What follows belongs to an exercise in optimizing a design on an open flow for small area, a short achievable clock period and few clock cycles per item; a production flow would make more cautious choices. RTL that was checked went through simulation tests only; none was proved equivalent to the original. No activity file was given, so power comes from the tool's default toggle rates.

== green ==
==> flow/design.v (excerpt) <==
module gsm7_alpha (
    input  wire        clk,
    input  wire        rst,           
    input  wire        cmd_valid,
    output wire        cmd_ready,
    input  wire [2:0]  cmd_op,
    input  wire [15:0] cmd_len,
    input  wire        in_valid,
    output wire        in_ready,
    input  wire [31:0] in_data,
    output reg         out_valid,
    input  wire        out_ready,
    output wire [20:0] out_data,
    output reg         res_valid,
    input  wire        res_ready,
    output wire [7:0]  res_err,
    output wire [15:0] res_count
);
==> flow/config.mk <==
export PLATFORM = sky130hd
export DESIGN_NAME = gsm7_alpha
export DESIGN_NICKNAME = gsm7_alpha
export VERILOG_FILES = /design/flow/design.v
export SDC_FILE = /design/flow/constraint.sdc
export NUM_CORES = 4
export LEC_CHECK = 0
export ABC_AREA = 1
export CAP_MARGIN = 20
export CORE_MARGIN = 2
export CORE_UTILIZATION = 40
export CTS_BUF_LIST = sky130_fd_sc_hd__clkbuf_8
export CTS_CLUSTER_SIZE = 40
export SETUP_SLACK_MARGIN = 5
export SLEW_MARGIN = 20
==> flow/constraint.sdc <==
create_clock -name core_clock -period 8.0 [get_ports {clk}]
set_input_delay 1.6000 -clock core_clock [delete_from_list [all_inputs] [get_ports {clk}]]
set_output_delay 1.6000 -clock core_clock [all_outputs]
set_load 0.01 [all_outputs]
standard.sh (not shown) runs the stock make flow with config.mk's settings and CLKGATE_MAP_FILE= SYNTH_SCRIPT=/design/flow/synth_recipe.tcl, a recipe that flattens the netlist after the stock synthesis.
==> flow/flow/run.sh <==
#!/bin/bash
# The standard layout (standard.sh), with plain buf_1 cells as the port buffers
# instead of the default choice (repair_timing resizes them where timing needs it).
set -euo pipefail
bash standard.sh BUFFER_PORTS_ARGS="-buffer_cell sky130_fd_sc_hd__buf_1" finish > standard.log 2>&1
green reached the end of the flow, and the finished layout is clean on the timing, DRC and antenna checks.
Setup changes, green to blue
--- a/flow/design.v
+++ b/flow/design.v
@@ -832,35 +832,35 @@
     wire keep = !flt && !r_bad && (is_dec ? (esc && !xd) : (!is_val && xe && !half));
     wire cons = go && !keep;
     wire drained = (rem == 11'd0) && !r_v && !s_v;
     wire tail    = !idle && is_dec && !is_val && esc && !flt && drained;
     wire tail_go = tail && can_out;
     wire fin     = !idle && drained && !tail && !res_valid && can_out;
     wire r_v_n = cons ? (s_v || acc) : (r_v || acc);
+    wire r_ld  = !r_v || cons;
     wire s_v_n = cons ? (s_v && acc) : (s_v || (r_v && acc));
     wire rem1  = (rem == 11'd1);
     wire c_op  = (cmd_op[2:1] == 2'b11);
     wire c_len = (cmd_len > 16'd1024);
     wire c_imm = c_op || c_len;
     always @(posedge clk) begin
-        if (!r_v || cons)
-            r_e <= s_v ? s_e : in_e;
+        r_e <= ({11{r_ld && !s_v}} & in_e) | ({11{r_ld && s_v}} & s_e) | ({11{!r_ld}} & r_e);
         if (!s_v || cons)
             s_e <= in_e;
         if (go || tail_go)
             od <= tail ? 14'h00A0 : t_d;
         if (idle) begin
             is_dec <= (cmd_op == 3'd5) || c_imm;
             is_val <= (cmd_op == 3'd4) || c_imm;
             pol    <= c_imm ? {1'b0, !c_op} : cmd_op[1:0];
             rem    <= c_imm ? 11'd0 : cmd_len[10:0];
             st     <= (cmd_op == 3'd4) && (cmd_len != 16'd0) && !c_len;
             flt    <= 1'b0;
         end else begin
-            if (acc) rem <= rem - 11'd1;
+            rem <= rem - {10'd0, acc};
             if (go && !flt) begin
                 if (is_dec)      st <= !esc && (b == 8'h1B);
                 else if (is_val) st <= alla && alpha;
                 else             st <= xe && !half;
             end
             if (flt_now) flt <= 1'b1;
             if (tail_go) st <= 1'b0;
@@ -893,12 +893,12 @@
                 err <= {3'b100, pol[0], 1'b0};
             else if (flt_now)
                 err <= f_code;
             if (res_valid && res_ready)
                 cnt <= 12'd0;
             else if (fin && (flt || is_val))
                 cnt <= {11'd0, is_val && !is_dec && alla && !flt};
-            else if (out_valid && out_ready)
-                cnt <= cnt + 12'd1;
+            else
+                cnt <= cnt + {11'd0, out_valid && out_ready};
         end
     end
 endmodule
Findings:
Having completed the whole flow, blue delivered a layout that passed the timing, DRC and antenna checks.
blue vs. green: number of enable-type register cells in the synthesized netlist lower; sequential share of power higher.
Higher met1 usage goes to blue over green.
Looking at worst hold slack across blue and green, the one that comes out higher is green.
Detailed placement HPWL delta for blue relative to green: 3.2% higher
Fmax: blue above green
Taking green as the reference, in blue area of the core region saw a decrease; area growth from synthesis to final layout saw a decrease; total stage count of the critical path saw a decrease; total number of nets in the final design saw a decrease; overall power consumption saw a decrease.
The RTL of blue was laid out without a check of its function.

* * *

## run 1
gsm7_alpha, a different RTL version from the one above (not shown whole).
Size in the first run: ~820 cells after synthesis, roughly 85 flip-flops, roughly 110 I/O pins, about 5900 um2 of cells after synthesis.
==> flow/config.mk <==
export PLATFORM = sky130hd
export DESIGN_NAME = gsm7_alpha
export DESIGN_NICKNAME = gsm7_alpha
export VERILOG_FILES = /design/flow/design.v
export SDC_FILE = /design/flow/constraint.sdc
export NUM_CORES = 4
export LEC_CHECK = 0
export ABC_AREA = 1
export CAP_MARGIN = 20
export CORE_MARGIN = 2
export CORE_UTILIZATION = 40
export CTS_BUF_LIST = sky130_fd_sc_hd__clkbuf_8
export CTS_CLUSTER_SIZE = 40
export SETUP_SLACK_MARGIN = 5
export SLEW_MARGIN = 20
==> flow/constraint.sdc <==
create_clock -name core_clock -period 8.0 [get_ports {clk}]
set_input_delay 1.6000 -clock core_clock [delete_from_list [all_inputs] [get_ports {clk}]]
set_output_delay 1.6000 -clock core_clock [all_outputs]
set_load 0.01 [all_outputs]
Scripts as last shown in full above: flow/flow/run.sh
Changes in run 2 relative to run 1:
diff --git a/flow/design.v b/flow/design.v
--- a/flow/design.v
+++ b/flow/design.v
@@ -13,21 +13,20 @@
     output wire [20:0] out_data,
     output reg         res_valid,
     input  wire        res_ready,
     output wire [7:0]  res_err,
     output wire [15:0] res_count
 );
     reg         idle;         
     reg         inr;          
     reg         is_dec, is_val;
     reg  [1:0]  pol;
-    reg         imm, ie1;
     reg  [10:0] rem;          
     reg         st;           
     reg         flt;          
     reg         r_v, s_v;
     reg  [10:0] r_e, s_e;
     reg  [13:0] od;
     reg  [4:0]  err;          
     reg  [11:0] cnt;
     assign cmd_ready = idle;
     assign in_ready  = inr;
@@ -806,66 +805,62 @@
     assign t_254_ = t_136_ & ~(t_228_);
     assign t_255_ = ~((t_215_ | t_238_) & t_254_);
     assign t_256_ = t_122_ & ~(t_i[4]);
     assign t_257_ = ~((t_256_ | t_i[0]) & (t_112_ | t_023_));
     assign t_258_ = t_257_ & ~(t_100_);
     assign t_259_ = t_092_ & ~(t_258_);
     assign t_261_ = ~((t_259_ & t_255_) | t_126_);
     assign t_y[0] = ~((t_261_ & t_253_) | (t_251_ & t_157_));
     assign t_y[13] = ~(t_121_ | t_120_);
     assign t_y[12:9] = { 3'h0, t_y[8] };
-    reg [15:0] tq;
-    always @(posedge clk) tq <= t_y;
-    wire [1:0]  cls   = tq[15:14];      
-    wire [13:0] t_d   = tq[13:0];
+    wire [1:0]  cls   = t_y[15:14];      
+    wire [13:0] t_d   = t_y[13:0];
     wire        alpha = cls[1] ^ cls[0];
     wire xd = r_lo && (b == 8'h0A || b == 8'h14 || b == 8'h28 || b == 8'h29 || b == 8'h2F ||
                        b == 8'h3C || b == 8'h3D || b == 8'h3E || b == 8'h40 || b == 8'h65);
     wire xe = (r_gk && b == 8'h2C) ||
               (r_lo && (b == 8'h0C || b == 8'h5B || b == 8'h5C || b == 8'h5D || b == 8'h5E ||
                         b == 8'h7B || b == 8'h7C || b == 8'h7D || b == 8'h7E));
     wire can_out = !out_valid || out_ready;
     wire pe      = r_v && !res_valid;
     wire go      = pe && can_out;
     wire f13  = r_bad;
     wire f14  = is_dec && !esc && b[7];
     wire fna  = is_enc && !alpha && (pol[0] == pol[1]);      
     wire flt_now = go && !flt && (f13 || f14 || fna);
     wire [4:0] f_code = {f13 || f14, 1'b0, f14 && !f13, f13 || (fna && pol[0]), f13 || (fna && !pol[0])};
     wire emit = !flt && (is_dec ? (esc || (b != 8'h1B && !b[7])) : (!is_val && (alpha || pol != 2'd2)));
     wire keep = !flt && !r_bad && (is_dec ? (esc && !xd) : (!is_val && xe && !half));
     wire cons = go && !keep;
-    wire drained = ((rem == 11'd0) || imm) && !r_v && !s_v;
-    wire tail    = !idle && is_dec && esc && !flt && drained;
+    wire drained = (rem == 11'd0) && !r_v && !s_v;
+    wire tail    = !idle && is_dec && !is_val && esc && !flt && drained;
     wire tail_go = tail && can_out;
     wire fin     = !idle && drained && !tail && !res_valid && can_out;
     wire r_v_n = cons ? (s_v || acc) : (r_v || acc);
-    wire r_ld  = !r_v || cons;
     wire s_v_n = cons ? (s_v && acc) : (s_v || (r_v && acc));
     wire rem1  = (rem == 11'd1);
     wire c_op  = (cmd_op[2:1] == 2'b11);
     wire c_len = (cmd_len > 16'd1024);
     wire c_imm = c_op || c_len;
     always @(posedge clk) begin
-        r_e <= ({11{r_ld && !s_v}} & in_e) | ({11{r_ld && s_v}} & s_e) | ({11{!r_ld}} & r_e);
+        if (!r_v || cons)
+            r_e <= s_v ? s_e : in_e;
         if (!s_v || cons)
             s_e <= in_e;
         if (go || tail_go)
             od <= tail ? 14'h00A0 : t_d;
         if (idle) begin
-            is_dec <= (cmd_op == 3'd5);
-            is_val <= (cmd_op == 3'd4);
-            pol    <= cmd_op[1:0];
-            imm    <= c_imm;
-            ie1    <= !c_op;
-            rem    <= cmd_len[10:0];
-            st     <= (cmd_op == 3'd4) && (cmd_len != 16'd0);
+            is_dec <= (cmd_op == 3'd5) || c_imm;
+            is_val <= (cmd_op == 3'd4) || c_imm;
+            pol    <= c_imm ? {1'b0, !c_op} : cmd_op[1:0];
+            rem    <= c_imm ? 11'd0 : cmd_len[10:0];
+            st     <= (cmd_op == 3'd4) && (cmd_len != 16'd0) && !c_len;
             flt    <= 1'b0;
         end else begin
             rem <= rem - {10'd0, acc};
             if (go && !flt) begin
                 if (is_dec)      st <= !esc && (b == 8'h1B);
                 else if (is_val) st <= alla && alpha;
                 else             st <= xe && !half;
             end
             if (flt_now) flt <= 1'b1;
             if (tail_go) st <= 1'b0;
@@ -884,26 +879,26 @@
             s_v <= s_v_n;
             out_valid <= (go && emit) || tail_go || (out_valid && !out_ready);
             res_valid <= fin || (res_valid && !res_ready);
             if (idle)
                 idle <= !cmd_valid;
             else if (fin)
                 idle <= 1'b1;
             if (idle)
                 inr <= cmd_valid && !c_imm && (cmd_len != 16'd0);
             else
-                inr <= !imm && (rem != 11'd0) && !(rem1 && acc) && !(r_v_n && s_v_n);
+                inr <= (rem != 11'd0) && !(rem1 && acc) && !(r_v_n && s_v_n);
             if (res_valid && res_ready)
                 err <= 5'd0;
-            else if (fin && imm)
-                err <= {3'b100, ie1, 1'b0};
+            else if (fin && is_dec && is_val)
+                err <= {3'b100, pol[0], 1'b0};
             else if (flt_now)
                 err <= f_code;
             if (res_valid && res_ready)
                 cnt <= 12'd0;
             else if (fin && (flt || is_val))
-                cnt <= {11'd0, is_val && !imm && alla && !flt};
+                cnt <= {11'd0, is_val && !is_dec && alla && !flt};
             else
                 cnt <= cnt + {11'd0, out_valid && out_ready};
         end
     end
 endmodule
Results
- Looking at the reports, run 2 completed the entire flow and the layout it produced met the timing, DRC and antenna checks.
- Diff run 1 and run 2: clock group share of total power lower in run 2
- Changes observed in run 2 relative to run 1: synthesized cell count fell about 4.4%, internal power contribution fell 1.1%.
- Run 2 has fewer flip-flops than run 1.
- As far as top-level port count goes, run 2 and run 1 are indistinguishable; the numbers are identical.
- Changes observed in run 2 relative to run 1: final antenna-violating net count barely changed; largest vdd supply drop barely changed; final total power climbed 0.12 mW.
- Going from run 1 to run 2, power dissipated by switching net loads grows by 40%.
- Run 2 vs run 1, count of filler cells inserted in the layout went down by 8.7%.
- Summary of the comparison: initial DRC count is higher in run 2, relative to run 1.
Testbench counts of run 2, summed over its fixed seeds: cycles 38,358, items 35,725.
The RTL of run 1 was laid out without a check of its function.

[port drivers added, routing unchanged]
No port has a modelled driver above. Below, the same layouts with a new extraction and two added sets of constraints.
Step 1 (the two cells are an assumption about what drives the block):
set clk [get_ports {clk}]
set_driving_cell -lib_cell sky130_fd_sc_hd__clkbuf_16 $clk
set_driving_cell -lib_cell sky130_fd_sc_hd__buf_2 [delete_from_list [all_inputs] $clk]
Step 2 also shifts input and output timing later by t, the mid clock arrival at the registers, as if the neighbouring blocks saw the same clock.
Three values: ideal ports, drivers, drivers and shift; two values: the first two.
| run | t (ns) | slack for setup (ns) | pins driven straight from the clock port |
|---|---|---|---|
| green | 0.386 | 5.029 / 5.029 / 4.668 | 1 |
| blue | 0.388 | 5.063 / 5.079 / 4.692 | 1 |
| run 1 | 0.400 | 5.120 / 5.132 / 4.732 | 1 |
| run 2 | 0.388 | 5.144 / 5.144 / 4.786 | 1 |
After both steps setup and hold are still met in every run listed. For run 1, which loses most, drivers alone change the setup slack by +0.012 ns; drivers and shift together by -0.388 ns.
